Source: an optimization exercise on an open RTL-to-GDS flow (aim: small area). Production flows keep margins and buffers that such runs may drop.
Function was checked by simulation only, so behaviour that the tests miss may differ from the original.
No activity file was given, so power comes from the tool's default toggle rates.

File: flow/config.mk
export PLATFORM = sky130hd
export DESIGN_NAME = nfc_bridge
export DESIGN_NICKNAME = nfc_bridge
export VERILOG_FILES = /design/flow/design.v
export SDC_FILE = /design/flow/constraint.sdc
export NUM_CORES = 4
export LEC_CHECK = 0
export CAP_MARGIN = 20
export CORE_MARGIN = 2
export CORE_UTILIZATION = 40
export CTS_BUF_LIST = sky130_fd_sc_hd__clkbuf_8
export PLACE_DENSITY = 0.6
export SLEW_MARGIN = 20
File: flow/constraint.sdc
create_clock -name core_clock -period 10.0 [get_ports {clk}]
set_input_delay 2.0000 -clock core_clock [delete_from_list [all_inputs] [get_ports {clk}]]
set_output_delay 2.0000 -clock core_clock [all_outputs]
set_load 0.01 [all_outputs]
File: flow/design.v
module nfc_bridge (
    input  wire clk,
    input  wire rst,
    input  wire i2c_scl,
    input  wire i2c_sda_in,
    output reg  i2c_sda_oe,
    output reg  spi_cs_n,
    output reg  spi_sck,
    output wire spi_mosi,
    input  wire spi_miso,
    input  wire fe_busy,
    output reg  fe_rst_n
);
    reg scl_s, scl_d, sda_s, sda_d;
    always @(posedge clk) begin
        scl_s <= i2c_scl; scl_d <= scl_s; sda_s <= i2c_sda_in; sda_d <= sda_s;
    end
    wire start_c  = scl_s & scl_d & sda_d & ~sda_s;
    wire stop_c   = scl_s & scl_d & ~sda_d & sda_s;
    wire scl_rise = scl_s & ~scl_d;
    wire scl_fall = ~scl_s & scl_d;
    localparam I_IDLE = 2'd0, I_ADDR = 2'd1, I_WR = 2'd2, I_RD = 2'd3;
    reg [1:0] ist;
    reg [3:0] cnt;       
    reg       rw;
    reg       cmd_ready;
    reg       accept;
    reg [1:0] wcnt;      
    reg [7:0] opc;
    reg [7:0] blk;
    localparam R_NONE = 3'd0, R_NOTAG = 3'd1, R_COMM = 3'd2, R_RESET = 3'd3,
               R_GETST = 3'd4, R_VER = 3'd5, R_BLOCK = 3'd6, R_UID = 3'd7;
    reg [2:0] resp_type;
    reg       taken;     
    reg       sv_empty;  
    wire [2:0] sv_type = sv_empty ? R_NONE : resp_type;
    reg [3:0] ridx;
    reg        ls;       
    reg        tp;       
    reg [63:0] U;        
    reg [31:0] D;        
    wire [2:0] rb   = ~cnt[2:0];             
    wire d_out = taken &&
                 ((sv_type == R_VER   && ridx != 4'd0 && ridx <= 4'd2) ||
                  (sv_type == R_BLOCK && ridx != 4'd0 && ridx <= 4'd4));
    wire [5:0] urot;
    wire [5:0] upos = {ridx[2:0], rb} + urot;
    reg rbit;
    always @(*) begin
        rbit = 1'b1;
        case (sv_type)
            R_NOTAG: if (ridx == 4'd0) rbit = (rb == 3'd0);
            R_COMM:  if (ridx == 4'd0) rbit = (rb == 3'd1);
            R_RESET: if (ridx == 4'd0) rbit = ls & (rb[2:1] == 2'd0);
            R_GETST: if (ridx == 4'd0) rbit = ls & (rb[2:1] == 2'd0);
                     else if (ridx == 4'd1) rbit = tp & (rb == 3'd0);
            R_VER:   if (ridx == 4'd0) rbit = 1'b0;
                     else if (ridx <= 4'd2) rbit = D[15];
            R_BLOCK: if (ridx == 4'd0) rbit = 1'b0;
                     else if (ridx <= 4'd4) rbit = D[31];
            R_UID:   if (ridx == 4'd0) rbit = 1'b0;
                     else if (!(ridx[3] & ridx[0])) rbit = U[upos];
            default: rbit = 1'b1;
        endcase
    end
    localparam M_ILOW = 4'd0, M_ISET = 4'd1, M_IWAIT = 4'd2, M_PROBE = 4'd3,
               M_CFG = 4'd4, M_RFON = 4'd5, M_IDLE = 4'd6, M_VER = 4'd7,
               M_SEND = 4'd8, M_POLL = 4'd9, M_LEN = 4'd10, M_RDATA = 4'd11;
    localparam X_IDLE = 2'd0, X_WAIT = 2'd1, X_SHIFT = 2'd2, X_GAP = 2'd3;
    reg [3:0] ms;
    reg       boot;
    reg [1:0] xs;
    reg       inb;       
    reg [2:0] bc;
    reg [4:0] idx;
    reg [5:0] P;         
    reg [5:0] Q;         
    reg       Fa, Fb;    
    reg       busy_s;
    wire tick   = (P == 6'd63);
    wire scan   = ~opc[5];                   
    wire n_ok   = scan ? (Q >= 6'd10) : (Q >= 6'd5);
    reg [3:0] out_last;
    reg [4:0] in_last;
    reg       has_in;
    always @(*) begin
        has_in = 1'b0;
        in_last = 5'd0;
        case (ms)
            M_PROBE, M_VER: begin out_last = 4'd2; has_in = 1'b1; in_last = 5'd1; end
            M_CFG:          out_last = 4'd2;
            M_SEND:         out_last = scan ? 4'd4 : 4'd12;
            M_POLL, M_LEN:  begin out_last = 4'd1; has_in = 1'b1; in_last = 5'd3; end
            M_RDATA:        begin out_last = 4'd1; has_in = 1'b1; end
            default:        out_last = 4'd1;
        endcase
    end
    wire [4:0] idx_n = idx + 5'd1;
    wire last_byte = inb ? ((ms == M_RDATA) ? (idx_n == Q[4:0]) : (idx == in_last)) : (idx[3:0] == out_last);
    reg [7:0] ob;
    wire [2:0] uj = idx[2:0] ^ 3'b100;       
    always @(*) begin
        ob = 8'h00;
        case (ms)
            M_PROBE, M_VER: case (idx[1:0])
                2'd0:    ob = 8'h07;
                2'd1:    ob = (ms == M_VER) ? {5'b00010, opc[1:0] - 2'd1, 1'b0} : 8'h10;
                default: ob = 8'h02;
            endcase
            M_CFG: case (idx[1:0])
                2'd0:    ob = 8'h11;
                2'd1:    ob = 8'h0D;
                default: ob = 8'h8D;
            endcase
            M_RFON:  ob = (idx[0] == 1'b0) ? 8'h16 : 8'h00;
            M_SEND: begin
                if (idx == 5'd0)      ob = 8'h09;
                else if (idx == 5'd1) ob = 8'h00;
                else if (scan) case (idx[1:0])
                    2'd2:    ob = 8'h26;
                    2'd3:    ob = 8'h01;
                    default: ob = 8'h00;
                endcase
                else if (idx == 5'd2)  ob = 8'h22;
                else if (idx == 5'd3)  ob = 8'h20;
                else ob = 8'h00;
            end
            M_POLL:  ob = (idx[0] == 1'b0) ? 8'h04 : 8'h02;
            M_LEN:   ob = (idx[0] == 1'b0) ? 8'h04 : 8'h13;
            default: ob = (idx[0] == 1'b0) ? 8'h0A : 8'h00;
        endcase
    end
    wire blk_part = (ms == M_SEND) && !scan && (idx == 5'd12);
    wire uid_part = (ms == M_SEND) && !scan && (xs == X_SHIFT) && (idx >= 5'd4) && (idx <= 5'd11);
    assign urot = uid_part ? {uj, bc} : 6'd0;
    assign spi_mosi = inb | (uid_part ? U[7] : blk_part ? blk[7] : ob[~bc]);
    wire samp = (xs == X_SHIFT) && !spi_sck && inb;
    wire rx_ok = samp && (ms == M_RDATA) && (idx != 5'd0) && !Fa && n_ok;
    wire u_rot9 = rx_ok && scan && idx == 5'd9;
    wire u_shift = (uid_part && spi_sck) || (rx_ok && scan && idx <= 5'd9);
    wire d_shift = (samp && ms == M_VER) || (rx_ok && !scan && idx <= 5'd4) ||
                   (ist == I_RD && !start_c && !stop_c && scl_fall && cnt != 4'd8 && d_out);
    wire proceed = !busy_s || (idx[4] & idx[0]);
    always @(posedge clk) begin
        busy_s <= fe_busy;
        P      <= P + 6'd1;
    end
    always @(posedge clk) begin
        if (rst) begin
            ist        <= I_IDLE;
            i2c_sda_oe <= 1'b0;
            cmd_ready  <= 1'b0;
            resp_type  <= R_NONE;
            taken      <= 1'b1;
            ls         <= 1'b1;
            tp         <= 1'b0;
            ms         <= M_ILOW;
            boot       <= 1'b1;
            xs         <= X_IDLE;
            spi_cs_n   <= 1'b1;
            spi_sck    <= 1'b0;
            fe_rst_n   <= 1'b1;
            Q          <= 6'd0;
        end else begin
            if (start_c || stop_c) begin
                if (ist == I_WR && accept) begin
                    cmd_ready <= 1'b1;
                    accept    <= 1'b0;
                end
                i2c_sda_oe <= 1'b0;
                cnt        <= 4'd0;
                ist        <= start_c ? I_ADDR : I_IDLE;
            end else if (ist != I_IDLE) begin
                if (scl_rise) begin
                    cnt <= (cnt == 4'd8) ? 4'd0 : cnt + 4'd1;
                    case (ist)
                        I_ADDR: begin
                            if (cnt == 4'd8)
                                ist <= rw ? I_RD : I_WR;
                            else if (cnt == 4'd7)
                                rw <= sda_s;
                            else if (sda_s == cnt[0])
                                ist <= I_IDLE;            
                        end
                        I_WR: begin
                            if (cnt < 4'd8 && accept) begin
                                if (!wcnt[0]) opc <= {opc[6:0], sda_s};
                                if (wcnt == 2'b01) blk <= {blk[6:0], sda_s};
                            end
                        end
                        default: begin                
                            if (cnt == 4'd8) begin
                                if (sda_s)
                                    ist <= I_IDLE;        
                                else if (!(ridx[3] & ridx[0]))
                                    ridx <= ridx + 4'd1;
                            end
                        end
                    endcase
                end else if (scl_fall) begin
                    case (ist)
                        I_ADDR: begin
                            if (cnt == 4'd8) begin
                                i2c_sda_oe <= 1'b1;
                                if (rw) begin
                                    sv_empty  <= taken || resp_type == R_NONE;
                                    taken     <= 1'b1;
                                    ridx      <= 4'd0;
                                end else begin
                                    accept <= ~cmd_ready;
                                    if (!cmd_ready) wcnt <= 2'd0;
                                end
                            end
                        end
                        I_WR: begin
                            if (cnt == 4'd8) begin
                                i2c_sda_oe <= 1'b1;
                                if (accept) wcnt <= {wcnt[0], 1'b1};
                            end else begin
                                i2c_sda_oe <= 1'b0;
                            end
                        end
                        default: begin                
                            i2c_sda_oe <= (cnt == 4'd8) ? 1'b0 : ~rbit;
                        end
                    endcase
                end
            end
            if (ms == M_POLL && tick && !(Q[5] & Q[0]))
                Q <= Q + 6'd1;
            case (xs)
                X_WAIT: begin
                    if (tick) idx <= idx + 5'd1;
                    if (proceed && ms != M_IWAIT) begin
                        spi_cs_n <= 1'b0;
                        xs       <= X_SHIFT;
                        idx      <= 5'd0;
                        bc       <= 3'd0;
                        if (inb && ms == M_VER) begin
                            resp_type <= R_VER; taken <= 1'b0;
                        end
                    end
                end
                X_SHIFT: begin
                    spi_sck <= ~spi_sck;
                    if (spi_sck) begin
                        if (blk_part) blk <= {blk[6:0], 1'b0};
                        bc <= bc + 3'd1;
                        if (bc == 3'd7) begin
                            idx <= idx_n;
                            if (last_byte) xs <= X_GAP;
                        end
                    end
                end
                X_GAP: begin
                    spi_cs_n <= 1'b1;
                    bc       <= bc + 3'd1;
                    if (bc[2] && !inb && has_in) begin
                        inb <= 1'b1;
                        xs  <= X_WAIT;
                        idx <= 5'd0;
                    end
                end
                default: ;
            endcase
            if (samp) begin
                case (ms)
                    M_PROBE: begin
                        Fa <= Fa & spi_miso;
                        Fb <= Fb & ~spi_miso;
                    end
                    M_POLL: if (idx == 5'd0 && bc == 3'd7) Fa <= spi_miso;
                    M_LEN: begin
                        if (idx == 5'd0) begin
                            Q  <= {Q[4:0], spi_miso};
                            Fb <= Fb | Q[5];
                        end else if (idx == 5'd1 && bc == 3'd7) begin
                            Fb <= Fb | spi_miso;
                        end
                    end
                    M_RDATA: begin
                        if (idx == 5'd0) begin
                            Fa <= Fa | spi_miso;
                            if (bc == 3'd7) begin
                                if (!(Fa | spi_miso) && n_ok) begin
                                    resp_type <= scan ? R_UID : R_BLOCK; taken <= 1'b0;
                                    if (scan) tp <= 1'b1;
                                end else begin
                                    resp_type <= scan ? R_NOTAG : R_COMM; taken <= 1'b0;
                                    if (scan) tp <= 1'b0;
                                end
                            end
                        end
                    end
                    default: ;
                endcase
            end
            if (u_shift) U <= {U[62:0], (uid_part || u_rot9) ? U[63] : spi_miso};
            if (d_shift) D <= {D[30:0], spi_miso};
            if ((xs == X_GAP && bc[2] && (inb || !has_in)) ||
                (xs == X_WAIT && ms == M_IWAIT && proceed)) begin
                xs  <= X_WAIT;           
                inb <= 1'b0;
                idx <= 5'd0;
                case (ms)
                    M_IWAIT: begin
                        ms <= M_PROBE;
                        Fa <= 1'b1;
                        Fb <= 1'b1;
                    end
                    M_PROBE: begin
                        if (Fa | Fb) begin
                            ls <= 1'b1;
                            xs <= X_IDLE;
                            ms <= M_IDLE;
                            boot <= 1'b0;
                            if (!boot) begin
                                resp_type <= R_RESET; taken <= 1'b0;
                                cmd_ready <= 1'b0;
                            end
                        end else begin
                            ms <= M_CFG;
                        end
                    end
                    M_CFG: ms <= M_RFON;
                    M_RFON: begin
                        ls <= 1'b0;
                        xs <= X_IDLE;
                        ms <= M_IDLE;
                        boot <= 1'b0;
                        if (!boot) begin
                            resp_type <= R_RESET; taken <= 1'b0;
                            cmd_ready <= 1'b0;
                        end
                    end
                    M_VER: begin
                        xs <= X_IDLE;
                        ms <= M_IDLE;
                        cmd_ready <= 1'b0;
                    end
                    M_SEND: begin
                        Q  <= 6'd0;
                        ms <= M_POLL;
                    end
                    M_POLL: begin
                        if (Fa) begin
                            Q  <= 6'd0;
                            Fb <= 1'b0;
                            ms <= M_LEN;
                        end else if (Q[5] & Q[0]) begin
                            resp_type <= scan ? R_NOTAG : R_COMM; taken <= 1'b0;
                            if (scan) tp <= 1'b0;
                            cmd_ready <= 1'b0;
                            xs <= X_IDLE;
                            ms <= M_IDLE;
                        end
                    end
                    M_LEN: begin
                        if (Fb | Q[5]) begin
                            Q  <= 6'd32;
                            Fa <= 1'b0;
                            ms <= M_RDATA;
                        end else if (Q[4:0] != 5'd0) begin
                            Fa <= 1'b0;
                            ms <= M_RDATA;
                        end else begin
                            resp_type <= scan ? R_NOTAG : R_COMM; taken <= 1'b0;
                            if (scan) tp <= 1'b0;
                            cmd_ready <= 1'b0;
                            xs <= X_IDLE;
                            ms <= M_IDLE;
                        end
                    end
                    default: begin       
                        cmd_ready <= 1'b0;
                        xs <= X_IDLE;
                        ms <= M_IDLE;
                    end
                endcase
            end
            case (ms)
                M_ILOW: begin
                    fe_rst_n <= 1'b0;
                    if (tick) begin
                        Q <= Q + 6'd1;
                        if (Q[0]) begin
                            fe_rst_n <= 1'b1;
                            ms       <= M_ISET;
                        end
                    end
                end
                M_ISET: begin
                    if (tick) begin
                        Q <= Q + 6'd1;
                        if (Q[2] & Q[1]) begin
                            ms <= M_IWAIT;
                            xs <= X_WAIT;
                            idx <= 5'd0;
                        end
                    end
                end
                M_IDLE: begin
                    if (cmd_ready) begin
                        if (!wcnt[0]) begin
                            cmd_ready <= 1'b0;           
                        end else begin
                            xs  <= X_WAIT;
                            inb <= 1'b0;
                            idx <= 5'd0;
                            case (opc)
                                8'h00: begin
                                    resp_type <= R_GETST; taken <= 1'b0;
                                    cmd_ready <= 1'b0;
                                    xs        <= X_IDLE;
                                end
                                8'h01, 8'h02, 8'h03: ms <= M_VER;
                                8'h04: begin
                                    Q  <= 6'd0;
                                    xs <= X_IDLE;
                                    ms <= M_ILOW;
                                end
                                8'h10: ms <= M_SEND;
                                8'h11: begin
                                    resp_type <= tp ? R_UID : R_NOTAG; taken <= 1'b0;
                                    cmd_ready <= 1'b0;
                                    xs        <= X_IDLE;
                                end
                                8'h20: begin
                                    if (!tp) begin
                                        resp_type <= R_NOTAG; taken <= 1'b0;
                                        cmd_ready <= 1'b0;
                                        xs        <= X_IDLE;
                                    end else if (!wcnt[1]) begin
                                        resp_type <= R_COMM; taken <= 1'b0;
                                        cmd_ready <= 1'b0;
                                        xs        <= X_IDLE;
                                    end else begin
                                        ms <= M_SEND;
                                    end
                                end
                                default: begin
                                    resp_type <= R_NONE; taken <= 1'b0;
                                    cmd_ready <= 1'b0;
                                    xs        <= X_IDLE;
                                end
                            endcase
                        end
                    end
                end
                default: ;
            endcase
        end
    end
endmodule
File: flow/flow/run.sh
#!/bin/bash
# Layout flow: the standard flow, with an area-oriented ABC mapping
# script in synthesis and a clock tree without dummy loads.
set -euo pipefail
S=$PWD/orfs_scripts
rm -rf "$S"
cp -r "$FLOW_HOME/scripts" "$S"
cp flow/abc_area.script "$S/abc_speed.script"
bash standard.sh SCRIPTS_DIR="$S" synth > synth.log 2>&1
bash standard.sh "BUFFER_PORTS_ARGS=-buffer_cell sky130_fd_sc_hd__buf_1" "CTS_ARGS=-sink_clustering_enable -repair_clock_nets -buf_list sky130_fd_sc_hd__clkbuf_8 -dont_use_dummy_load" > layout.log 2>&1
File: flow/flow/abc_area.script
strash
&get -n
&fraig -x
&put
scorr
dc2
strash
balance -l
resub -K 6 -l
rewrite -l
resub -K 6 -N 2 -l
refactor -l
resub -K 8 -l
balance -l
resub -K 8 -N 2 -l
rewrite -l
resub -K 10 -l
rewrite -z -l
resub -K 10 -N 2 -l
balance -l
resub -K 12 -l
refactor -z -l
resub -K 12 -N 2 -l
rewrite -z -l
balance -l
balance -l
resub -K 6 -l
rewrite -l
resub -K 6 -N 2 -l
refactor -l
resub -K 8 -l
balance -l
resub -K 8 -N 2 -l
rewrite -l
resub -K 10 -l
rewrite -z -l
resub -K 10 -N 2 -l
balance -l
resub -K 12 -l
refactor -z -l
resub -K 12 -N 2 -l
rewrite -z -l
balance -l
&get -n
&dch -f
&nf -R 1000
&put
topo
dnsize -c
File: flow/standard.sh
#!/bin/bash
# synth_recipe.tcl (not shown) runs the flow's synth.tcl, then flattens the netlist and writes it again
# the make line also repeats each setting of config.mk as NAME=value (left out here)
make -C /OpenROAD-flow-scripts/flow DESIGN_CONFIG=/design/flow/config.mk WORK_HOME=/design/flow/orfs CLKGATE_MAP_FILE= SYNTH_SCRIPT=/design/flow/synth_recipe.tcl "${@:-finish}"
==> impl_metrics.csv, run 1 <==
group,metric,value,unit
worst_setup_path,cp.arrival,3.49,ns
global_route,grt_pass1_wl,31.2,mm
routing,num_vias,6170,
worst_setup_path,ff2ff_setup_slack,4.90,ns
clock_tree,tritoncts,"yes",
floorplan,dieHeight,152,microns
worst_setup_path,worstPathCellList,"clkinv_1 -> ha_1 -> and2_0 -> nor3_1 -> a21oi_1 -> a21oi_1 -> o21bai_1 -> a32o_1 -> nand2_1 -> buf_1",
worst_setup_path,setup.worst_path.start_class,"flip-flop",
clock_tree,h-tree-depth,4,
floorplan,die-area,23000,sq um
worst_setup_path,worstSetupEndpointType,"primary output",
yosys,avgSynthCellArea,11.3,sq um
cells_and_area,drive_above_1_share,5.11,%
timing,fin_worst_skew,0.0341,ns
yosys,synthArstFlopShare,0,%
clock_tree,post_cts_buffers,0,
clock_tree,cts-buffers-inserted,17,
timing,period_share,54.9,%
hold_path,worst_hold_path_type,"flip-flop to flip-flop",
yosys,ys_types,55,
worst_setup_path,max_stage_delay,0.72,ns
timing,finalSetupTns,0,ns
floorplan,start_util,40.3,%
floorplan,placementRows,54,
global_route,grt_max_degree,65,
worst_setup_path,cp_data_required_time,8.00,ns
yosys,yosys_register_bits,173,
worst_setup_path,r2r_start,"idx[0]",
yosys,yosys_warnings,1,
routing,finalWirelength,19.4,mm
timing,worst-slew-pin-transition,1.03,ns
timing,slew_headroom,31.2,%
placed_design,placement.io_buffers,10,
timing,hold_viol,0,
placed_design,place_congestion,0.899,
clock_tree,clk_pin_slew,0.07,ns
yosys,synth_area_leader_cell,"edfxtp_1",
power_and_ir_drop,p_leak,3.19,nW
yosys,ys_seq_area_share,55.3,%
global_route,grt_usage,17.6,%
timing,period_needed,5.49,ns
worst_setup_path,r2r-end,"i2c_sda_oe",
hold_path,whs_path_depth,1,
timing,slew_viol_final,0,
run,cap_violations,0,
routing,drt_first_pass_iters,5,
yosys,ys.flop_type,"edfxtp_1",
routing,via_per_inst,5.70,
timing,grt_setup_unrepaired,"no",
yosys,synth_edf_count,136,
worst_setup_path,cp_common_cell,"a21oi_1",
cells_and_area,final_cell_area,9400,sq um
clock_tree,cts-resized-gates,0,
cells_and_area,fin_nets,850,
clock_tree,postCtsHoldBufs,0,
floorplan,fp.dieW,152,microns
global_route,grt_pass1_vias,5869,
cells_and_area,antenna_cells,0,
timing,max_freq,0.182,GHz
yosys,synthesis.nets,816,
worst_setup_path,critPathMaxFanout,16,
clock_tree,clk_latency,0.48,ns
hold_path,hp-start,"P[0]",
outcome,status,"complete, no violations",
clock_tree,cts_buffer_depth,2,
routing,postRouteAntennaNets,0,
worst_setup_path,criticalPathCategory,"flip-flop to primary output",
yosys,syn_area,8720,sq um
yosys,netlist_top_cells_area,"edfxtp_1 47%, dfxtp_1 8.5%, ha_1 5.6%",
yosys,yosys.area.top_type_share,46.8,%
placed_design,place_area,9160,sq um
clock_tree,clock-sinks,173,
cells_and_area,layout_common_cells,"136 x edfxtp_1, 80 x nand2_1, 79 x nor2_1",
placed_design,place_hpwl,13.7,mm
clock_tree,cts-root-buf,"clkbuf_8",
global_route,overflow,0,
worst_setup_path,ff2ff_path_depth,15,
routing,wl_per_cell,18.0,microns
cells_and_area,syn_to_final_growth,7.84,%
timing,setup_violations,0,
cells_and_area,stdcell_count,1082,
routing,first_iter_violations,531,
worst_setup_path,startpoint,"idx[0]",
cells_and_area,finish.utilization,43.5,%
power_and_ir_drop,powerDensity,127,nW/um^2
floorplan,ioPinCount,11,
routing,route.detailed.drc,0,
worst_setup_path,crit_slowest_cell,"edfxtp_1",
placed_design,dp.cells,1065,
yosys,syn-instance-count,770,
floorplan,core,21600,sq um
global_route,antenna_found_initial,0,
cells_and_area,final_common_cell,"edfxtp_1",
power_and_ir_drop,peakVddDrop,0.0539,mV
hold_path,hold_end,"P[0]",
[critical path: cells and delay by family (launching register included)]
| kind | cells | cell delay [ns] |
|---|---|---|
| buffers and inverters | 2 | 0.60 |
| AO/OA/AOI/OAI | 4 | 0.60 |
| flip-flops | 1 | 0.72 |
| AND/OR/NAND/NOR | 3 | 0.70 |
| adder cells (fa/ha/maj) | 1 | 0.40 |
[cells by family after synthesis]
family	Yosys count	share of synthesized area, %
adders and majority gates	40	5.83
xor gates and xnor gates	25	2.51
muxes	37	6.70
buffers and inverters	29	1.25
AOI/OAI and AO/OA	160	11.4
and+or+nand+nor	306	17.0
DFF	173	55.3
[area by class of cell]
class | instances | area, sq um
repair buffers | 15 | 75.1
multi-input cells | 568 | 3810
well taps | 280 | 350
inverters | 29 | 109
flip-flops and latches | 173 | 4820
fillers | 2068 | 12200
clock buffers | 17 | 234
[registers in the layout (all words and copies together), names as in the netlist, 2 cells and up]
register / count
ms: 4
U: 64
ridx: 4
bc: 3
wcnt: 2
opc: 8
ist: 2
idx: 5
xs: 2
Q: 6
D: 32
resp_type: 3
P: 6
blk: 8
cnt: 4
[synth_stat cells (3+ instances only)]
master / n
edfxtp_1: 136
nand2_1: 80
nor2_1: 80
a21oi_1: 60
ha_1: 39
dfxtp_1: 37
nand3_1: 31
clkinv_1: 29
o21ai_0: 29
nor3_1: 24
mux4_2: 16
a31oi_1: 14
xnor2_1: 14
and2_0: 13
nor2b_1: 13
and3_1: 11
mux2_1: 11
nor4_1: 11
xor2_1: 11
mux2i_1: 10
a22oi_1: 9
nand4_1: 9
o211ai_1: 8
a211oi_1: 7
nand2b_1: 7
nand3b_1: 5
o21bai_1: 5
a21o_1: 4
nor4b_1: 4
or2_0: 4
or3_1: 4
a311oi_1: 3
nor3b_1: 3
o22ai_1: 3
[stage by stage]
stage               setup WS, ns  hold slack, ns  power (mW)
global placement            5.02           0.375       0.838
floorplan                   4.72           0.363       0.823
CTS                         4.55           0.392        1.20
finish                      4.51           0.389        1.19
global route                4.24           0.405        1.24
detailed placement          4.95           0.376       0.838
[routing by layer]
metal  GRT usage, %  up-vias  share of wire (%)
li1               -     2983                  -
met1           26.0     3002                 49
met2           25.5      160                 44
met3           3.77       25                5.4
met4           5.93        0                1.4
met5              0        -                  0
[power by group]
part	total (mW)	switching (mW)	leakage (nW)	internal [mW]
clock	0.368	0.218	0.122	0.150
sequential	0.781	0.00861	1.54	0.773
combinational	0.0414	0.0249	1.53	0.0165
[worst max-delay path by stage]
stage	end	slack (ns)
floorplan	U[0]	4.72
global placement	i2c_sda_oe	5.02
detailed placement	i2c_sda_oe	4.95
CTS	spi_mosi	4.55
global route	spi_mosi	4.24
finish	spi_mosi	4.51
==> run 2: changes to the inputs <==
--- a/flow/design.v
+++ b/flow/design.v
@@ -32,8 +32,7 @@
                R_GETST = 3'd4, R_VER = 3'd5, R_BLOCK = 3'd6, R_UID = 3'd7;
     reg [2:0] resp_type;
     reg       taken;     
-    reg       sv_empty;  
-    wire [2:0] sv_type = sv_empty ? R_NONE : resp_type;
+    wire [2:0] sv_type = resp_type;
     reg [3:0] ridx;
     reg        ls;       
     reg        tp;       
@@ -75,7 +74,7 @@
     reg [4:0] idx;
     reg [5:0] P;         
     reg [5:0] Q;         
-    reg       Fa, Fb;    
+    reg       Fa;        
     reg       busy_s;
     wire tick   = (P == 6'd63);
     wire scan   = ~opc[5];                   
@@ -203,9 +202,8 @@
                             if (cnt == 4'd8) begin
                                 i2c_sda_oe <= 1'b1;
                                 if (rw) begin
-                                    sv_empty  <= taken || resp_type == R_NONE;
                                     taken     <= 1'b1;
-                                    ridx      <= 4'd0;
+                                    ridx      <= (taken || resp_type == R_NONE) ? 4'd9 : 4'd0;
                                 end else begin
                                     accept <= ~cmd_ready;
                                     if (!cmd_ready) wcnt <= 2'd0;
@@ -266,16 +264,15 @@
             if (samp) begin
                 case (ms)
                     M_PROBE: begin
-                        Fa <= Fa & spi_miso;
-                        Fb <= Fb & ~spi_miso;
+                        Fa   <= Fa & spi_miso;      
+                        Q[0] <= Q[0] & ~spi_miso;   
                     end
                     M_POLL: if (idx == 5'd0 && bc == 3'd7) Fa <= spi_miso;
                     M_LEN: begin
                         if (idx == 5'd0) begin
-                            Q  <= {Q[4:0], spi_miso};
-                            Fb <= Fb | Q[5];
+                            Q <= {Q[5] | Q[4], Q[3:0], spi_miso};
                         end else if (idx == 5'd1 && bc == 3'd7) begin
-                            Fb <= Fb | spi_miso;
+                            Q[5] <= Q[5] | spi_miso;
                         end
                     end
                     M_RDATA: begin
@@ -304,12 +301,12 @@
                 idx <= 5'd0;
                 case (ms)
                     M_IWAIT: begin
-                        ms <= M_PROBE;
-                        Fa <= 1'b1;
-                        Fb <= 1'b1;
+                        ms   <= M_PROBE;
+                        Fa   <= 1'b1;
+                        Q[0] <= 1'b1;
                     end
                     M_PROBE: begin
-                        if (Fa | Fb) begin
+                        if (Fa | Q[0]) begin
                             ls <= 1'b1;
                             xs <= X_IDLE;
                             ms <= M_IDLE;
@@ -345,7 +342,6 @@
                     M_POLL: begin
                         if (Fa) begin
                             Q  <= 6'd0;
-                            Fb <= 1'b0;
                             ms <= M_LEN;
                         end else if (Q[5] & Q[0]) begin
                             resp_type <= scan ? R_NOTAG : R_COMM; taken <= 1'b0;
@@ -356,7 +352,7 @@
                         end
                     end
                     M_LEN: begin
-                        if (Fb | Q[5]) begin
+                        if (Q[5]) begin
                             Q  <= 6'd32;
                             Fa <= 1'b0;
                             ms <= M_RDATA;
==> run 2 against run 1 <==
  * Non-clock buffer count is 1 higher
  * Count of clock-buffer cells in the layout stayed put
  * Final cell count is 1.1% lower
  * Design area is 0.79% lower
  * Via count hardly changed
  * Die area is 1.1% lower
  * Synthesized cell count is 1.0% lower
  * Power is 0.18% lower
  * Clock power is 1% higher
  * Maximum frequency is 3.1% higher
  * Highest routed layer unchanged
==> impl_metrics.csv, run 2 <==
group,metric,value,unit
timing,max_freq,0.188,GHz
hold_path,hold_end,"P[0]",
cells_and_area,regMostFlops,"U",
yosys,synth_most_common_cell,"edfxtp_1",
routing,finalWirelength,19.8,mm
routing,route.detailed.drc,0,
cells_and_area,reg_top3,"U: 64 flops, D: 32 flops",
clock_tree,cts-resized-gates,0,
floorplan,fp.dieW,151,microns
run,cap_violations,0,
worst_setup_path,ff2ff_path_depth,18,
power_and_ir_drop,peakVddDrop,0.0654,mV
cells_and_area,final_cell_area,9330,sq um
power_and_ir_drop,power_frac_comb,3.6,%
routing,wl_per_cell,18.5,microns
yosys,ys_types,57,
worst_setup_path,cp_data_required_time,8.00,ns
yosys,ys.flop_type,"edfxtp_1",
yosys,synth-xor-area-share,2.54,%
clock_tree,cts-root-buf,"clkbuf_8",
worst_setup_path,cp.arrival,3.33,ns
yosys,synth_top_family_by_area,"simple AND/OR/NAND/NOR gates",
routing,first_iter_violations,577,
clock_tree,cts_buffer_depth,2,
global_route,grt_usage,18.3,%
worst_setup_path,max_stage_delay,0.78,ns
global_route,antenna_found_initial,0,
placed_design,place_area,9060,sq um
cells_and_area,stdcell_count,1070,
global_route,overflow,0,
yosys,ys_seq_area_share,55.3,%
clock_tree,postCtsHoldBufs,0,
clock_tree,clock-sinks,171,
timing,fin_worst_skew,0.0506,ns
worst_setup_path,crit_slowest_cell,"nor3_1",
yosys,yosys_register_bits,171,
cells_and_area,seq_area,4760,sq um
yosys,avgSynthCellArea,11.3,sq um
placed_design,place_hpwl,14.0,mm
global_route,grt_pass1_vias,5906,
worst_setup_path,worstPathCellList,"nor3_1 -> and2_0 -> a31oi_1 -> o2111ai_1 -> o21ai_0 -> a32oi_1 -> o22ai_1 -> nand2_1 -> buf_1",
global_route,grt_pass1_wl,32.2,mm
global_route,grt_max_degree,65,
timing,setup_ws,4.67,ns
yosys,netlist_top_cells_area,"edfxtp_1 47%, dfxtp_1 8.6%, ha_1 5.5%",
clock_tree,h-tree-depth,4,
cells_and_area,fin_nets,842,
yosys,yosys_warnings,1,
placed_design,dp.cells,1051,
worst_setup_path,criticalPathCategory,"flip-flop to primary output",
worst_setup_path,critPathMaxFanout,12,
cells_and_area,final_common_cell,"edfxtp_1",
floorplan,start_util,40.9,%
yosys,synthArstFlopShare,0,%
power_and_ir_drop,powerDensity,127,nW/um^2
floorplan,placementRows,53,
placed_design,dp_slack,4.61,ns
placed_design,placement.io_buffers,10,
routing,postRouteAntennaNets,0,
yosys,yosys.area.top_type_share,46.7,%
cells_and_area,drive_above_1_share,5.16,%
worst_setup_path,r2r-end,"i2c_sda_oe",
hold_path,whs_path_depth,1,
clock_tree,cts-buffers-inserted,17,
timing,period_needed,5.33,ns
worst_setup_path,ff2ff_setup_slack,4.85,ns
clock_tree,tritoncts,"yes",
cells_and_area,nFillCells,2022,
worst_setup_path,setup.worst_path.start_class,"flip-flop",
routing,drt_first_pass_iters,4,
timing,setup_violations,0,
outcome,status,"complete, no violations",
clock_tree,clk_latency,0.48,ns
yosys,synthAdderAreaFrac,5.75,%
yosys,synth_edf_count,134,
cells_and_area,syn_to_final_growth,8.17,%
routing,via_per_inst,5.76,
worst_setup_path,worstSetupEndpointType,"primary output",
cells_and_area,largest_reg_flops,64,
power_and_ir_drop,seq_power_share,65.1,%
clock_tree,clk_pin_slew,0.10,ns
yosys,synthesis.nets,807,
power_and_ir_drop,p_int,0.931,mW
cells_and_area,multi_input_area,3750,sq um
clock_tree,post_cts_buffers,0,
yosys,synth_compound_area_share,13.3,%
power_and_ir_drop,p_leak,3.09,nW
placed_design,place_congestion,0.919,
floorplan,ioPinCount,11,
yosys,synth_area_leader_cell,"edfxtp_1",
timing,grt_setup_unrepaired,"no",
timing,slew_viol_final,0,
yosys,muxShareOfSynthArea,6.31,%
routing,num_vias,6168,
yosys,syn_area,8620,sq um
timing,hold_viol,0,
timing,finalSetupTns,0,ns
worst_setup_path,r2r_start,"ms[3]",
power_and_ir_drop,pwr-share-clk,31.3,%
yosys,netlist_top_cells_count,"134 x edfxtp_1, 87 x nand2_1, 74 x nor2_1",
cells_and_area,layout_common_cells,"134 x edfxtp_1, 87 x nand2_1, 74 x nor2_1",
yosys,syn-instance-count,762,
floorplan,dieHeight,151,microns
hold_path,hp-start,"P[0]",
floorplan,die-area,22700,sq um
timing,slew_headroom,34.9,%
yosys,yosys.area_share.simple,15.3,%
cells_and_area,antenna_cells,0,
floorplan,core,21100,sq um
power_and_ir_drop,switchingPower,0.258,mW
timing,period_share,53.3,%
timing,worst-slew-pin-transition,0.973,ns
power_and_ir_drop,swShare,21.7,%
hold_path,worst_hold_path_type,"flip-flop to flip-flop",
[run 2: changes by cell type after synthesis, moves of 4 or more]
cell       change
nor3_1         -5
nand4_1        -5
mux2i_1        -4
nand2_1        +7
nor2b_1        -5
a21oi_1       -16
o21ai_0       +15
or3_1          +5
nor2_1         -6
clkinv_1       +6
o2111ai_1      +5
[run 2: layout make-up]
class	count	share of cell area [%]
Clock buffer	17	2.51
Tap cell	275	3.69
Sequential cell	171	51.1
Timing Repair Buffer	16	1.07
Inverter	35	1.41
Multi-Input combinational cell	556	40.2
[run 2: power by group through the flow]
stage | clock [mW] | sequential (mW) | combinational [mW]
after floorplan | 0 | 0.786 | 0.0295
after global placement | 0 | 0.789 | 0.0421
after detailed placement | 0 | 0.789 | 0.0424
after CTS | 0.382 | 0.773 | 0.0428
after global routing | 0.406 | 0.775 | 0.0484
final | 0.373 | 0.773 | 0.0429
[run 2: routing by layer]
layer	GRT usage [%]	vias to the layer above	wire, microns
met5	0	-	0
li1	-	2969	-
met2	26.0	157	8570
met1	28.1	3014	9960
met3	3.28	28	938
met4	6.03	0	349
[run 2: through the flow]
step	utilization [%]	hold slack [ns]	total power [mW]
floorplan	-	0.363	0.816
global placement	43.0	0.375	0.831
detailed placement	43.0	0.377	0.832
CTS	44.1	0.398	1.20
global route	44.2	0.404	1.23
finish	44.2	0.398	1.19
[run 2: cells by family (layout without fill, tap and decap cells)]
group,after synthesis,count (layout)
buffers and inverters,35,68
adder cells (fa/ha/maj),39,39
multiplexers,33,33
AO/OA/AOI/OAI,178,178
AND/OR/NAND/NOR,281,281
flip-flops,171,171
XOR/XNOR,25,25
[run 2: critical path: cells and delay by family, from the launching register on]
| kind | cells | cell delay, ns |
|---|---|---|
| buffers and inverters | 1 | 0.17 |
| flip-flops | 1 | 0.57 |
| AO/OA/AOI/OAI | 5 | 0.75 |
| AND/OR/NAND/NOR | 3 | 1.36 |
[run 2: worst max-delay path by stage]
stage                      start    endpoint  slack (ns)  cells past startpoint
final                     idx[2]    spi_mosi        4.67                      9
after global routing       ms[3]  i2c_sda_oe        4.42                     18
after CTS                  ms[2]  i2c_sda_oe        4.58                     17
after detailed placement   ms[3]  i2c_sda_oe        4.61                     17
after global placement     ms[2]  i2c_sda_oe        4.76                     17
after floorplan             Q[0]        U[0]        4.02                      8
==> run 3: changes to the inputs <==
==> flow/flow/run.sh (replaced) <==
#!/bin/bash
# Layout flow: the standard flow, with an area-oriented ABC mapping
# script in synthesis and a clock tree without dummy loads.
set -euo pipefail
S=$PWD/orfs_scripts
rm -rf "$S"
cp -r "$FLOW_HOME/scripts" "$S"
cp flow/abc_area.script "$S/abc_speed.script"
bash standard.sh SCRIPTS_DIR="$S" synth > synth.log 2>&1
bash standard.sh "BUFFER_PORTS_ARGS=-buffer_cell sky130_fd_sc_hd__buf_1" "CTS_ARGS=-sink_clustering_enable -repair_clock_nets -buf_list sky130_fd_sc_hd__clkbuf_8 -sink_clustering_size 30 -sink_clustering_max_diameter 200 -sink_clustering_levels 1 -dont_use_dummy_load" > layout.log 2>&1
==> run 3 against run 2 <==
  * Final cell count is the same
  * Still clean
  * Setup slack stayed put
  * Core utilization unchanged
  * Synthesized cell count stayed put
==> impl_metrics.csv, run 3 <==
group,metric,value,unit
cells_and_area,largest_reg_flops,64,
timing,whs,0.398,ns
hold_path,hp-start,"P[0]",
yosys,ys_types,57,
clock_tree,h-tree-depth,4,
clock_tree,tritoncts,"yes",
cells_and_area,reg_top3,"U: 64 flops, D: 32 flops",
timing,setup_violations,0,
yosys,netlist_top_cells_count,"134 x edfxtp_1, 87 x nand2_1, 74 x nor2_1",
global_route,antenna_found_initial,0,
cells_and_area,finish.utilization,44.2,%
worst_setup_path,cp.arrival,3.33,ns
cells_and_area,final_cell_area,9330,sq um
floorplan,fp.dieW,151,microns
timing,worst-slew-pin-transition,0.973,ns
routing,routed-wl-met2,8.57,mm
placed_design,dp.cells,1051,
routing,first_iter_violations,577,
clock_tree,cts-resized-gates,0,
clock_tree,cts-root-buf,"clkbuf_8",
routing,drt-met1-wl,9.96,mm
hold_path,hold_end,"P[0]",
yosys,ys_seq_area_share,55.3,%
worst_setup_path,criticalPathCategory,"flip-flop to primary output",
yosys,synth_edf_count,134,
clock_tree,clk_latency,0.48,ns
hold_path,worst_hold_path_type,"flip-flop to flip-flop",
yosys,yosys_register_bits,171,
cells_and_area,drive_above_1_share,5.16,%
global_route,grt_max_degree,65,
hold_path,whs_path_depth,1,
run,cap_violations,0,
timing,setup_ws,4.67,ns
clock_tree,cts-buffers-inserted,17,
floorplan,core,21100,sq um
cells_and_area,nFillCells,2022,
power_and_ir_drop,peakVddDrop,0.0654,mV
placed_design,dp_slack,4.61,ns
routing,finalWirelength,19.8,mm
worst_setup_path,r2r-end,"i2c_sda_oe",
worst_setup_path,r2r_start,"ms[3]",
routing,highest_layer,"met4",
yosys,syn-instance-count,762,
cells_and_area,syn_to_final_growth,8.17,%
timing,slew_headroom,34.9,%
timing,fin_worst_skew,0.0506,ns
yosys,yosys.area.top_type_share,46.7,%
timing,grt_setup_unrepaired,"no",
outcome,status,"complete, no violations",
yosys,yosys_warnings,1,
cells_and_area,regMostFlops,"U",
global_route,grt_usage,18.3,%
floorplan,die-area,22700,sq um
clock_tree,postCtsHoldBufs,0,
yosys,synth_most_common_cell,"edfxtp_1",
timing,period_share,53.3,%
floorplan,start_util,40.9,%
worst_setup_path,ff2ff_setup_slack,4.85,ns
timing,hold_viol,0,
floorplan,ioPinCount,11,
timing,max_freq,0.188,GHz
worst_setup_path,ff2ff_path_depth,18,
placed_design,place_hpwl,14.0,mm
power_and_ir_drop,design_power_total,1.19,mW
timing,period_needed,5.33,ns
yosys,avgSynthCellArea,11.3,sq um
routing,num_vias,6168,
clock_tree,post_cts_buffers,0,
yosys,ys.flop_type,"edfxtp_1",
global_route,overflow,0,
cells_and_area,antenna_cells,0,
cells_and_area,final_common_cell,"edfxtp_1",
worst_setup_path,cp_data_required_time,8.00,ns
routing,postRouteAntennaNets,0,
placed_design,place_area,9060,sq um
clock_tree,cts_buffer_depth,2,
yosys,synthArstFlopShare,0,%
cells_and_area,stdcell_count,1070,
placed_design,placement.io_buffers,10,
routing,via_per_inst,5.76,
routing,drt_first_pass_iters,4,
cells_and_area,fin_nets,842,
floorplan,placementRows,53,
worst_setup_path,worstSetupEndpointType,"primary output",
worst_setup_path,setup.worst_path.start_class,"flip-flop",
global_route,grt_pass1_vias,5906,
power_and_ir_drop,powerDensity,127,nW/um^2
timing,slew_viol_final,0,
routing,dr_wl_met3,938,microns
timing,finalSetupTns,0,ns
clock_tree,clock-sinks,171,
yosys,syn_area,8620,sq um
cells_and_area,layout_common_cells,"134 x edfxtp_1, 87 x nand2_1, 74 x nor2_1",
routing,route.detailed.drc,0,
worst_setup_path,critPathMaxFanout,12,
placed_design,place_congestion,0.919,
power_and_ir_drop,p_leak,3.09,nW
yosys,synth_area_leader_cell,"edfxtp_1",
yosys,netlist_top_cells_area,"edfxtp_1 47%, dfxtp_1 8.6%, ha_1 5.5%",
yosys,synthesis.nets,807,
global_route,grt_pass1_wl,32.2,mm
clock_tree,clk_pin_slew,0.10,ns
routing,wl_per_cell,18.5,microns
floorplan,dieHeight,151,microns
## run 3: cell counts after synthesis
Identical to the previous run, type by type.
## run 3: worst max path at each step
stage                start         end  cells past startpoint
floorplan             Q[0]        U[0]                      8
global route         ms[3]  i2c_sda_oe                     18
detailed placement   ms[3]  i2c_sda_oe                     17
CTS                  ms[2]  i2c_sda_oe                     17
global placement     ms[2]  i2c_sda_oe                     17
finish              idx[2]    spi_mosi                      9
## run 3: cell type report
type	instances	area (sq um)	share of cell area (%)
Sequential cell	171	4760	51.1
Multi-Input combinational cell	556	3750	40.2
Tap cell	275	344	3.69
Clock buffer	17	234	2.51
Inverter	35	131	1.41
Timing Repair Buffer	16	100	1.07
## run 3: routing by layer
metal	up-vias	GRT usage (%)
li1	2969	-
met1	3014	28.1
met2	157	26.0
met3	28	3.28
met4	0	6.03
met5	-	0
## run 3: where the power goes
group | leakage [nW] | internal, mW | switching, mW
clock network | 0.122 | 0.150 | 0.222
registers | 1.52 | 0.764 | 0.00967
logic | 1.45 | 0.0167 | 0.0262
## run 3: cell families (layout without fill, tap and decap cells)
logic type               after synthesis  after routing  synth area share (%)
AO/OA/AOI/OAI                        178            178                  13.3
XOR/XNOR                              25             25                  2.54
adder cells (fa/ha/maj)               39             39                  5.75
buffers and inverters                 35             68                  1.52
flip-flops                           171            171                  55.3
multiplexers                          33             33                  6.31
AND/OR/NAND/NOR                      281            281                  15.3
## run 3: critical path, stage by stage, from the launching register on
cell       delay (ns)
edfxtp_1         0.57
nor3_1           0.78
and2_0           0.44
a31oi_1          0.08
o2111ai_1        0.19
o21ai_0          0.11
a32oi_1          0.25
o22ai_1          0.12
nand2_1          0.14
buf_1            0.17
==> run 4: changes to the inputs <==
--- a/flow/design.v
+++ b/flow/design.v
@@ -140,9 +140,21 @@
     wire d_shift = (samp && ms == M_VER) || (rx_ok && !scan && idx <= 5'd4) ||
                    (ist == I_RD && !start_c && !stop_c && scl_fall && cnt != 4'd8 && d_out);
     wire proceed = !busy_s || (idx[4] & idx[0]);
+    wire i2c_ev  = !start_c && !stop_c;
+    wire rd_take = i2c_ev && ist == I_ADDR && scl_fall && cnt == 4'd8 && rw;
+    wire rd_ack  = i2c_ev && ist == I_RD && scl_rise && cnt == 4'd8 && !sda_s;
+    wire bc_inc  = (xs == X_GAP) || ((xs == X_SHIFT) && spi_sck);
+    wire idx_clr = (xs == X_GAP) || (xs == X_IDLE) || ((xs == X_WAIT) && proceed);
+    wire idx_inc = ((xs == X_WAIT) && tick) || ((xs == X_SHIFT) && spi_sck && bc == 3'd7);
     always @(posedge clk) begin
         busy_s <= fe_busy;
         P      <= P + 6'd1;
+        bc     <= (xs == X_WAIT) ? 3'd0 : bc + {2'b00, bc_inc};
+        idx    <= idx_clr ? 5'd0 : idx + {4'd0, idx_inc};
+        ridx   <= rd_take ? ((taken || resp_type == R_NONE) ? 4'd9 : 4'd0) :
+                  ridx + {3'd0, rd_ack && !(ridx[3] & ridx[0])};
+        cnt    <= (start_c || stop_c || (scl_rise && cnt == 4'd8)) ? 4'd0 :
+                  cnt + {3'd0, scl_rise};
     end
     always @(posedge clk) begin
         if (rst) begin
@@ -167,11 +179,9 @@
                     accept    <= 1'b0;
                 end
                 i2c_sda_oe <= 1'b0;
-                cnt        <= 4'd0;
                 ist        <= start_c ? I_ADDR : I_IDLE;
             end else if (ist != I_IDLE) begin
                 if (scl_rise) begin
-                    cnt <= (cnt == 4'd8) ? 4'd0 : cnt + 4'd1;
                     case (ist)
                         I_ADDR: begin
                             if (cnt == 4'd8)
@@ -191,8 +201,6 @@
                             if (cnt == 4'd8) begin
                                 if (sda_s)
                                     ist <= I_IDLE;        
-                                else if (!(ridx[3] & ridx[0]))
-                                    ridx <= ridx + 4'd1;
                             end
                         end
                     endcase
@@ -203,7 +211,6 @@
                                 i2c_sda_oe <= 1'b1;
                                 if (rw) begin
                                     taken     <= 1'b1;
-                                    ridx      <= (taken || resp_type == R_NONE) ? 4'd9 : 4'd0;
                                 end else begin
                                     accept <= ~cmd_ready;
                                     if (!cmd_ready) wcnt <= 2'd0;
@@ -228,12 +235,9 @@
                 Q <= Q + 6'd1;
             case (xs)
                 X_WAIT: begin
-                    if (tick) idx <= idx + 5'd1;
                     if (proceed && ms != M_IWAIT) begin
                         spi_cs_n <= 1'b0;
                         xs       <= X_SHIFT;
-                        idx      <= 5'd0;
-                        bc       <= 3'd0;
                         if (inb && ms == M_VER) begin
                             resp_type <= R_VER; taken <= 1'b0;
                         end
@@ -243,20 +247,16 @@
                     spi_sck <= ~spi_sck;
                     if (spi_sck) begin
                         if (blk_part) blk <= {blk[6:0], 1'b0};
-                        bc <= bc + 3'd1;
                         if (bc == 3'd7) begin
-                            idx <= idx_n;
                             if (last_byte) xs <= X_GAP;
                         end
                     end
                 end
                 X_GAP: begin
                     spi_cs_n <= 1'b1;
-                    bc       <= bc + 3'd1;
                     if (bc[2] && !inb && has_in) begin
                         inb <= 1'b1;
                         xs  <= X_WAIT;
-                        idx <= 5'd0;
                     end
                 end
                 default: ;
@@ -298,7 +298,6 @@
                 (xs == X_WAIT && ms == M_IWAIT && proceed)) begin
                 xs  <= X_WAIT;           
                 inb <= 1'b0;
-                idx <= 5'd0;
                 case (ms)
                     M_IWAIT: begin
                         ms   <= M_PROBE;
@@ -391,7 +390,6 @@
                         if (Q[2] & Q[1]) begin
                             ms <= M_IWAIT;
                             xs <= X_WAIT;
-                            idx <= 5'd0;
                         end
                     end
                 end
@@ -402,7 +400,6 @@
                         end else begin
                             xs  <= X_WAIT;
                             inb <= 1'b0;
-                            idx <= 5'd0;
                             case (opc)
                                 8'h00: begin
                                     resp_type <= R_GETST; taken <= 1'b0;
==> flow/flow/run.sh (replaced) <==
#!/bin/bash
# Layout flow: the standard flow, with an area-oriented ABC mapping
# script in synthesis and a clock tree without dummy loads.
set -euo pipefail
S=$PWD/orfs_scripts
rm -rf "$S"
cp -r "$FLOW_HOME/scripts" "$S"
cp flow/abc_area.script "$S/abc_speed.script"
bash standard.sh SCRIPTS_DIR="$S" synth > synth.log 2>&1
bash standard.sh "BUFFER_PORTS_ARGS=-buffer_cell sky130_fd_sc_hd__buf_1" "CTS_ARGS=-sink_clustering_enable -repair_clock_nets -buf_list sky130_fd_sc_hd__clkbuf_8 -dont_use_dummy_load" > layout.log 2>&1
==> run 4 against run 3 <==
  * Largest power group unchanged
  * Clock skew decreased by 0.0029 ns
  * Largest cell class unchanged
  * Routed wire length about the same
  * Critical path type unchanged
  * Highest routed layer unchanged
  * Critical endpoint unchanged
  * Final cell count about the same
==> impl_metrics.csv, run 4 <==
group,metric,value,unit
floorplan,dieHeight,150,microns
floorplan,start_util,40.5,%
clock_tree,cts-resized-gates,0,
clock_tree,clk_latency,0.48,ns
yosys,netlist_top_cells_count,"118 x edfxtp_1, 81 x nand2_1, 77 x nor2_1",
timing,period_needed,5.31,ns
clock_tree,cts_buffer_depth,2,
yosys,yosys_warnings,1,
routing,finalWirelength,19.8,mm
yosys,ys_seq_area_share,54.2,%
yosys,synthArstFlopShare,0,%
timing,max_freq,0.188,GHz
worst_setup_path,worstPathCellList,"clkinv_1 -> ha_1 -> nand2_1 -> o2111ai_1 -> a21oi_1 -> nor3_1 -> o21ai_0 -> nand2_1 -> a22o_1 -> nand3_1 -> buf_1",
worst_setup_path,crit_buf_inv,2,
clock_tree,tritoncts,"yes",
clock_tree,clk_pin_slew,0.08,ns
worst_setup_path,ff2ff_setup_slack,4.84,ns
timing,slew_headroom,30.3,%
timing,grt_setup_unrepaired,"no",
cells_and_area,syn_to_final_growth,7.94,%
global_route,grt_max_degree,65,
global_route,use_met1,25.8,%
clock_tree,cts-buffers-inserted,17,
yosys,ys_types,60,
global_route,grt.busiest_layer,"met2",
yosys,synth_most_common_cell,"edfxtp_1",
routing,postRouteAntennaNets,0,
global_route,grt_pass1_vias,5864,
power_and_ir_drop,p_leak,3.08,nW
timing,period_share,53.1,%
run,cap_violations,0,
global_route,overflow,0,
yosys,synth_area_leader_cell,"edfxtp_1",
worst_setup_path,criticalPathCategory,"flip-flop to primary output",
yosys,avgSynthCellArea,11.1,sq um
global_route,met3_usage,3.41,%
timing,worst-slew-pin-transition,1.04,ns
clock_tree,cts-root-buf,"clkbuf_8",
worst_setup_path,cp_top_family,"compound AO/OA/AOI/OAI gates",
cells_and_area,largest_reg_flops,64,
outcome,status,"complete, no violations",
clock_tree,post_cts_buffers,0,
routing,first_iter_violations,499,
cells_and_area,antenna_cells,0,
placed_design,place_congestion,0.956,
clock_tree,clock-sinks,171,
cells_and_area,final_common_cell,"edfxtp_1",
cells_and_area,drive_above_1_share,5.03,%
yosys,syn_area,8490,sq um
global_route,grt_pass1_wl,32.0,mm
worst_setup_path,critPathMaxFanout,14,
clock_tree,h-tree-depth,4,
cells_and_area,layout_common_cells,"118 x edfxtp_1, 81 x nand2_1, 77 x nor2_1",
placed_design,place_area,8930,sq um
cells_and_area,reg_top3,"U: 64 flops, D: 32 flops",
worst_setup_path,max_stage_delay,0.70,ns
floorplan,fp.dieW,150,microns
timing,finalSetupTns,0,ns
global_route,grt_use_met2,29.4,%
routing,wl_per_cell,18.5,microns
floorplan,core,21000,sq um
cells_and_area,final_cell_area,9170,sq um
yosys,yosys.area.top_type_share,41.7,%
yosys,syn-instance-count,765,
worst_setup_path,cp.arrival,3.31,ns
floorplan,ioPinCount,11,
cells_and_area,regMostFlops,"U",
global_route,grt_usage,18.5,%
power_and_ir_drop,powerDensity,150,nW/um^2
timing,slew_viol_final,0,
hold_path,worst_hold_path_type,"flip-flop to flip-flop",
yosys,ys.flop_type,"edfxtp_1",
cells_and_area,fin_nets,842,
floorplan,die-area,22400,sq um
routing,via_per_inst,5.65,
worst_setup_path,worstSetupEndpointType,"primary output",
yosys,netlist_top_cells_area,"edfxtp_1 42%, dfxtp_1 12%, ha_1 5.5%",
timing,hold_viol,0,
routing,route.detailed.drc,0,
timing,fin_worst_skew,0.0477,ns
worst_setup_path,crit_slowest_cell,"dfxtp_1",
routing,drt_first_pass_iters,5,
power_and_ir_drop,peakVddDrop,0.0788,mV
yosys,yosys_register_bits,171,
yosys,synth_edf_count,118,
timing,setup_violations,0,
placed_design,placement.io_buffers,10,
routing,num_vias,6052,
worst_setup_path,cp_data_required_time,8.00,ns
global_route,antenna_found_initial,0,
placed_design,place_hpwl,13.9,mm
worst_setup_path,setup.worst_path.start_class,"flip-flop",
clock_tree,postCtsHoldBufs,0,
worst_setup_path,cp_common_cell,"nand2_1",
floorplan,placementRows,53,
yosys,synthesis.nets,809,
[run 4: cell types whose count changed after synthesis, moves of 6 or more]
cell,delta
dfxtp_1,+16
edfxtp_1,-16
nand2b_1,+8
nor3_1,+6
a211oi_1,-6
a21oi_1,+9
xnor2_1,+6
nand2_1,-6
o21ai_0,-8
[run 4: cell type report]
class | count | area, sq um
repair buffers | 14 | 67.6
flip-flops and latches | 171 | 4600
fillers | 2050 | 11800
clock buffers | 17 | 234
inverters | 31 | 116
well taps | 275 | 344
multi-input cells | 563 | 3800
[run 4: metrics by stage]
stage / power (mW) / hold WS (ns) / util [%] / cells / worst slack (ns)
finish: 1.37 / 0.390 / 43.7 / 1071 / 4.69
global route: 1.43 / 0.403 / 43.7 / 1071 / 4.39
detailed placement: 1.01 / 0.378 / 42.6 / 1054 / 4.93
floorplan: 0.958 / 0.363 / - / 765 / 4.11
CTS: 1.39 / 0.396 / 43.7 / 1071 / 4.70
global placement: 1.01 / 0.374 / 42.6 / 1054 / 5.05
[run 4: worst reg2reg max path: stages (launching register included)]
cell      delay (ns)
dfxtp_1         0.56
nand2b_1        0.18
nor3_1          0.58
nand2_1         0.21
nor2_1          0.22
o311a_1         0.34
and2_0          0.19
ha_2            0.18
clkinv_1        0.07
fa_1            1.03
mux4_2          0.42
nand2_1         0.09
nand2_1         0.06
a21oi_1         0.15
a21oi_1         0.06
o21ai_0         0.14
a21oi_1         0.06
o211ai_1        0.21
a31oi_1         0.11
nor4_1          0.21
[run 4: report_power, final]
part,total [mW],internal [mW],switching (mW)
registers,0.799,0.765,0.0339
logic,0.195,0.0985,0.0968
clock network,0.376,0.151,0.226
[run 4: logic make-up (layout without fill, tap and decap cells)]
group                    count (synthesis)  after routing  synth area share, %
AO/OA/AOI/OAI                          174            174                 13.3
buffers and inverters                   31             62                 1.37
AND/OR/NAND/NOR                        289            289                 16.2
multiplexers                            27             27                 5.66
flip-flops                             171            171                 54.2
XOR/XNOR                                35             35                 3.61
adder cells (fa/ha/maj)                 38             38                 5.69
[run 4: final timing paths]
check / start / to / depth (start not counted)
worst min-delay path: P[0] / P[0] / 1
worst max register to register: ms[3] / i2c_sda_oe / 19
worst min register to register: P[0] / P[0] / 1
worst max-delay path: idx[0] / spi_mosi / 11
[run 4: per-layer routing]
| layer | part of all wire [%] | routed length [microns] | vias up |
|---|---|---|---|
| met5 | 0 | 0 | - |
| met4 | 2.0 | 393 | 0 |
| met3 | 3.9 | 772 | 25 |
| met2 | 47 | 9290 | 146 |
| met1 | 47 | 9380 | 2926 |
| li1 | - | - | 2955 |
==> run 5: changes to the inputs <==
--- a/flow/design.v
+++ b/flow/design.v
@@ -231,8 +231,19 @@
                     endcase
                 end
             end
-            if (ms == M_POLL && tick && !(Q[5] & Q[0]))
-                Q <= Q + 6'd1;
+            case (ms)
+                M_IDLE, M_SEND: Q <= 6'd0;
+                M_ILOW, M_ISET, M_POLL:
+                    if (tick && !(Q[5] & Q[0])) Q <= Q + 6'd1;
+                M_PROBE:
+                    if (!inb) Q[0] <= 1'b1;                      
+                    else if (samp) Q[0] <= Q[0] & ~spi_miso;
+                M_LEN:
+                    if (!inb) Q <= 6'd0;
+                    else if (samp && idx == 5'd0) Q <= {Q[5] | Q[4], Q[3:0], spi_miso};
+                    else if (samp && idx == 5'd1 && bc == 3'd7) Q[5] <= Q[5] | spi_miso;
+                default: ;
+            endcase
             case (xs)
                 X_WAIT: begin
                     if (proceed && ms != M_IWAIT) begin
@@ -261,23 +272,21 @@
                 end
                 default: ;
             endcase
+            case (ms)
+                M_PROBE:
+                    if (!inb) Fa <= 1'b1;
+                    else if (samp) Fa <= Fa & spi_miso;
+                M_POLL:
+                    if (samp && idx == 5'd0 && bc == 3'd7) Fa <= spi_miso;
+                M_RDATA:
+                    if (!inb) Fa <= 1'b0;
+                    else if (samp && idx == 5'd0) Fa <= Fa | spi_miso;
+                default: ;
+            endcase
             if (samp) begin
                 case (ms)
-                    M_PROBE: begin
-                        Fa   <= Fa & spi_miso;      
-                        Q[0] <= Q[0] & ~spi_miso;   
-                    end
-                    M_POLL: if (idx == 5'd0 && bc == 3'd7) Fa <= spi_miso;
-                    M_LEN: begin
-                        if (idx == 5'd0) begin
-                            Q <= {Q[5] | Q[4], Q[3:0], spi_miso};
-                        end else if (idx == 5'd1 && bc == 3'd7) begin
-                            Q[5] <= Q[5] | spi_miso;
-                        end
-                    end
                     M_RDATA: begin
                         if (idx == 5'd0) begin
-                            Fa <= Fa | spi_miso;
                             if (bc == 3'd7) begin
                                 if (!(Fa | spi_miso) && n_ok) begin
                                     resp_type <= scan ? R_UID : R_BLOCK; taken <= 1'b0;
@@ -301,8 +310,6 @@
                 case (ms)
                     M_IWAIT: begin
                         ms   <= M_PROBE;
-                        Fa   <= 1'b1;
-                        Q[0] <= 1'b1;
                     end
                     M_PROBE: begin
                         if (Fa | Q[0]) begin
@@ -335,12 +342,10 @@
                         cmd_ready <= 1'b0;
                     end
                     M_SEND: begin
-                        Q  <= 6'd0;
                         ms <= M_POLL;
                     end
                     M_POLL: begin
                         if (Fa) begin
-                            Q  <= 6'd0;
                             ms <= M_LEN;
                         end else if (Q[5] & Q[0]) begin
                             resp_type <= scan ? R_NOTAG : R_COMM; taken <= 1'b0;
@@ -353,10 +358,8 @@
                     M_LEN: begin
                         if (Q[5]) begin
                             Q  <= 6'd32;
-                            Fa <= 1'b0;
                             ms <= M_RDATA;
                         end else if (Q[4:0] != 5'd0) begin
-                            Fa <= 1'b0;
                             ms <= M_RDATA;
                         end else begin
                             resp_type <= scan ? R_NOTAG : R_COMM; taken <= 1'b0;
@@ -377,7 +380,6 @@
                 M_ILOW: begin
                     fe_rst_n <= 1'b0;
                     if (tick) begin
-                        Q <= Q + 6'd1;
                         if (Q[0]) begin
                             fe_rst_n <= 1'b1;
                             ms       <= M_ISET;
@@ -386,7 +388,6 @@
                 end
                 M_ISET: begin
                     if (tick) begin
-                        Q <= Q + 6'd1;
                         if (Q[2] & Q[1]) begin
                             ms <= M_IWAIT;
                             xs <= X_WAIT;
@@ -408,7 +409,6 @@
                                 end
                                 8'h01, 8'h02, 8'h03: ms <= M_VER;
                                 8'h04: begin
-                                    Q  <= 6'd0;
                                     xs <= X_IDLE;
                                     ms <= M_ILOW;
                                 end
==> run 5 against run 4 <==
  * Largest power group unchanged
  * Critical path depth is 2 higher
  * Via count barely moved
  * Largest cell class unchanged
  * Final cell count shrank 3.2%
  * Still clean on timing, DRC and antenna
==> impl_metrics.csv, run 5 <==
group,metric,value,unit
outcome,status,"complete, no violations",
worst_setup_path,worstSetupEndpointType,"primary output",
yosys,synth_edf_count,118,
global_route,antenna_found_initial,0,
routing,finalWirelength,19.3,mm
cells_and_area,antenna_cells,0,
yosys,synthesis.nets,776,
cells_and_area,nFillCells,1926,
worst_setup_path,r2r_start,"ms[2]",
worst_setup_path,crit_buf_inv,1,
yosys,netlist_top_cells_area,"edfxtp_1 43%, dfxtp_1 13%, ha_1 5.4%",
global_route,grt_usage,18.2,%
power_and_ir_drop,swShare,25.2,%
worst_setup_path,worstPathCellList,"nor2b_1 -> nand2_1 -> nand2_1 -> nor2_1 -> xnor2_1 -> nor2_1 -> a21oi_1 -> a32oi_1 -> a211oi_1 -> a31oi_1 -> a21oi_1 -> o21ai_0 -> buf_1",
clock_tree,clk_pin_slew,0.08,ns
yosys,synth_area_leader_cell,"edfxtp_1",
hold_path,worst_hold_path_type,"flip-flop to flip-flop",
yosys,netlist_top_cells_count,"118 x edfxtp_1, 75 x nand2_1, 60 x nor2_1",
worst_setup_path,cp_top_family,"simple AND/OR/NAND/NOR gates",
clock_tree,clock-sinks,171,
timing,setup_violations,0,
timing,worst-slew-pin-transition,1.00,ns
power_and_ir_drop,p_int,1.01,mW
clock_tree,cts-buffers-inserted,17,
run,cap_violations,0,
power_and_ir_drop,switchingPower,0.339,mW
clock_tree,tritoncts,"yes",
cells_and_area,final_common_cell,"edfxtp_1",
worst_setup_path,cp_data_required_time,8.00,ns
placed_design,placement.io_buffers,10,
yosys,syn_area,8300,sq um
timing,period_share,52.4,%
timing,finalSetupTns,0,ns
routing,first_iter_violations,692,
placed_design,place_congestion,0.929,
cells_and_area,reg_top3,"U: 64 flops, D: 32 flops",
floorplan,die-area,21900,sq um
clock_tree,clk_latency,0.47,ns
timing,setup_ws,4.76,ns
floorplan,ioPinCount,11,
cells_and_area,largest_reg_flops,64,
worst_setup_path,setup.worst_path.start_class,"flip-flop",
floorplan,fp.dieW,148,microns
power_and_ir_drop,power_frac_comb,14.0,%
power_and_ir_drop,peakVddDrop,0.0782,mV
cells_and_area,layout_common_cells,"118 x edfxtp_1, 75 x nand2_1, 60 x nor2_1",
timing,grt_setup_unrepaired,"no",
clock_tree,cts-root-buf,"clkbuf_8",
routing,route.detailed.drc,0,
yosys,avgSynthCellArea,11.3,sq um
cells_and_area,stdcell_count,1037,
timing,fin_worst_skew,0.0504,ns
placed_design,dp_slack,4.84,ns
yosys,yosys.area.top_type_share,42.7,%
global_route,overflow,0,
yosys,ys_seq_area_share,55.5,%
power_and_ir_drop,seq_power_share,58.9,%
cells_and_area,seq_area,4600,sq um
global_route,grt_max_degree,65,
timing,max_freq,0.191,GHz
power_and_ir_drop,powerDensity,150,nW/um^2
yosys,synth_most_common_cell,"edfxtp_1",
clock_tree,postCtsHoldBufs,0,
worst_setup_path,r2r-end,"i2c_sda_oe",
timing,slew_headroom,32.7,%
worst_setup_path,crit_slowest_cell,"dfxtp_1",
worst_setup_path,ff2ff_path_depth,22,
global_route,grt_pass1_vias,5922,
worst_setup_path,max_stage_delay,0.60,ns
routing,wl_per_cell,18.6,microns
floorplan,core,20300,sq um
cells_and_area,fin_nets,812,
worst_setup_path,criticalPathCategory,"flip-flop to primary output",
worst_setup_path,startpoint,"ms[1]",
yosys,syn-instance-count,733,
yosys,yosys_register_bits,171,
power_and_ir_drop,pwr-share-clk,27.1,%
worst_setup_path,critPathMaxFanout,15,
yosys,synthArstFlopShare,0,%
timing,period_needed,5.24,ns
floorplan,start_util,40.9,%
worst_setup_path,crit_end,"spi_mosi",
clock_tree,cts_buffer_depth,2,
yosys,ys_types,58,
power_and_ir_drop,design_power_total,1.35,mW
worst_setup_path,cp.arrival,3.24,ns
worst_setup_path,path_depth,13,
worst_setup_path,ff2ff_setup_slack,4.79,ns
cells_and_area,syn_to_final_growth,8.25,%
timing,slew_viol_final,0,
floorplan,placementRows,52,
floorplan,dieHeight,148,microns
routing,drt_first_pass_iters,6,
placed_design,dp.cells,1020,
timing,whs,0.391,ns
routing,postRouteAntennaNets,0,
clock_tree,h-tree-depth,4,
timing,hold_viol,0,
global_route,grt_pass1_wl,31.2,mm
cells_and_area,regMostFlops,"U",
routing,num_vias,6051,
routing,via_per_inst,5.84,
placed_design,place_hpwl,13.8,mm
cells_and_area,drive_above_1_share,5.74,%
cells_and_area,multi_input_area,3600,sq um
clock_tree,post_cts_buffers,0,
clock_tree,cts-resized-gates,0,
yosys,yosys_warnings,1,
yosys,ys.flop_type,"edfxtp_1",
power_and_ir_drop,p_leak,2.96,nW
run 5: power groups by stage:
| stage | Combinational, mW | Sequential, mW | Clock (mW) |
|---|---|---|---|
| 2_1_floorplan | 0.145 | 0.797 | 0 |
| 3_3_place_gp | 0.184 | 0.806 | 0 |
| 3_5_place_dp | 0.189 | 0.807 | 0 |
| 4_1_cts | 0.191 | 0.792 | 0.377 |
| 5_1_grt | 0.210 | 0.795 | 0.402 |
| 6_report | 0.188 | 0.793 | 0.366 |
run 5: worst min-delay path by stage:
stage	slack, ns	endpoint	depth (start not counted)	startpoint
floorplan	0.37	P[0]	1	P[0]
global placement	0.38	P[0]	1	P[0]
detailed placement	0.39	P[0]	1	P[0]
CTS	0.39	D[24]	0	D[23]
global route	0.41	P[0]	1	P[0]
finish	0.39	D[15]	0	D[14]
run 5: final cells by class:
cell class,instances,share of cell area [%]
clock buffer,17,2.61
inverter,30,1.25
multi-input combinational,532,40.1
sequential,171,51.3
tap,270,3.76
timing repair buffer,17,1.00
run 5: cells by family after synthesis:
kind of cell	share of synthesized area [%]
AO/OA/AOI/OAI	12.5
flip-flops	55.5
multiplexers	6.27
XOR/XNOR	2.96
adder cells (fa/ha/maj)	5.67
buffers and inverters	1.36
AND/OR/NAND/NOR	15.7
run 5: per-stage QoR:
stage	util [%]	area (sq um)
2_1_floorplan	-	8300
6_report	44.2	8980
5_1_grt	44.2	8980
4_1_cts	44.2	8970
3_5_place_dp	43.0	8740
3_3_place_gp	43.0	8740
run 5: per-layer routing:
layer / GRT usage (%) / vias up / routed length (microns)
li1: - / 2842 / -
met4: 6.48 / 0 / 294
met3: 3.77 / 27 / 1090
met5: 0 / - / 0
met1: 26.1 / 2994 / 9030
met2: 27.4 / 188 / 8850

## separate check: timing with driven ports
No port has a modelled driver above. Below, the same layouts with a new extraction and two added sets of constraints.
Step 1, drivers: a clkbuf_16 drives clk and a buf_2 each remaining input, both assumed.
Step 2 times the ports against the registers' clock, not the clock port: input delays grow and output delays shrink by t, the midpoint of the rising clock arrivals with the driver on.
a / b / c = ideal ports / drivers / drivers and shift; a / b = the first two.
run	t (ns)	setup WS [ns]	worst setup path after step 2
run 1	0.496	4.512 / 4.474 / 4.903	register to register
run 2	0.492	4.675 / 4.636 / 4.851	register to register
run 3	0.492	4.675 / 4.636 / 4.851	register to register
run 4	0.497	4.691 / 4.648 / 4.841	register to register
run 5	0.480	4.757 / 4.717 / 4.792	register to register
After both steps every run listed still meets setup and hold.
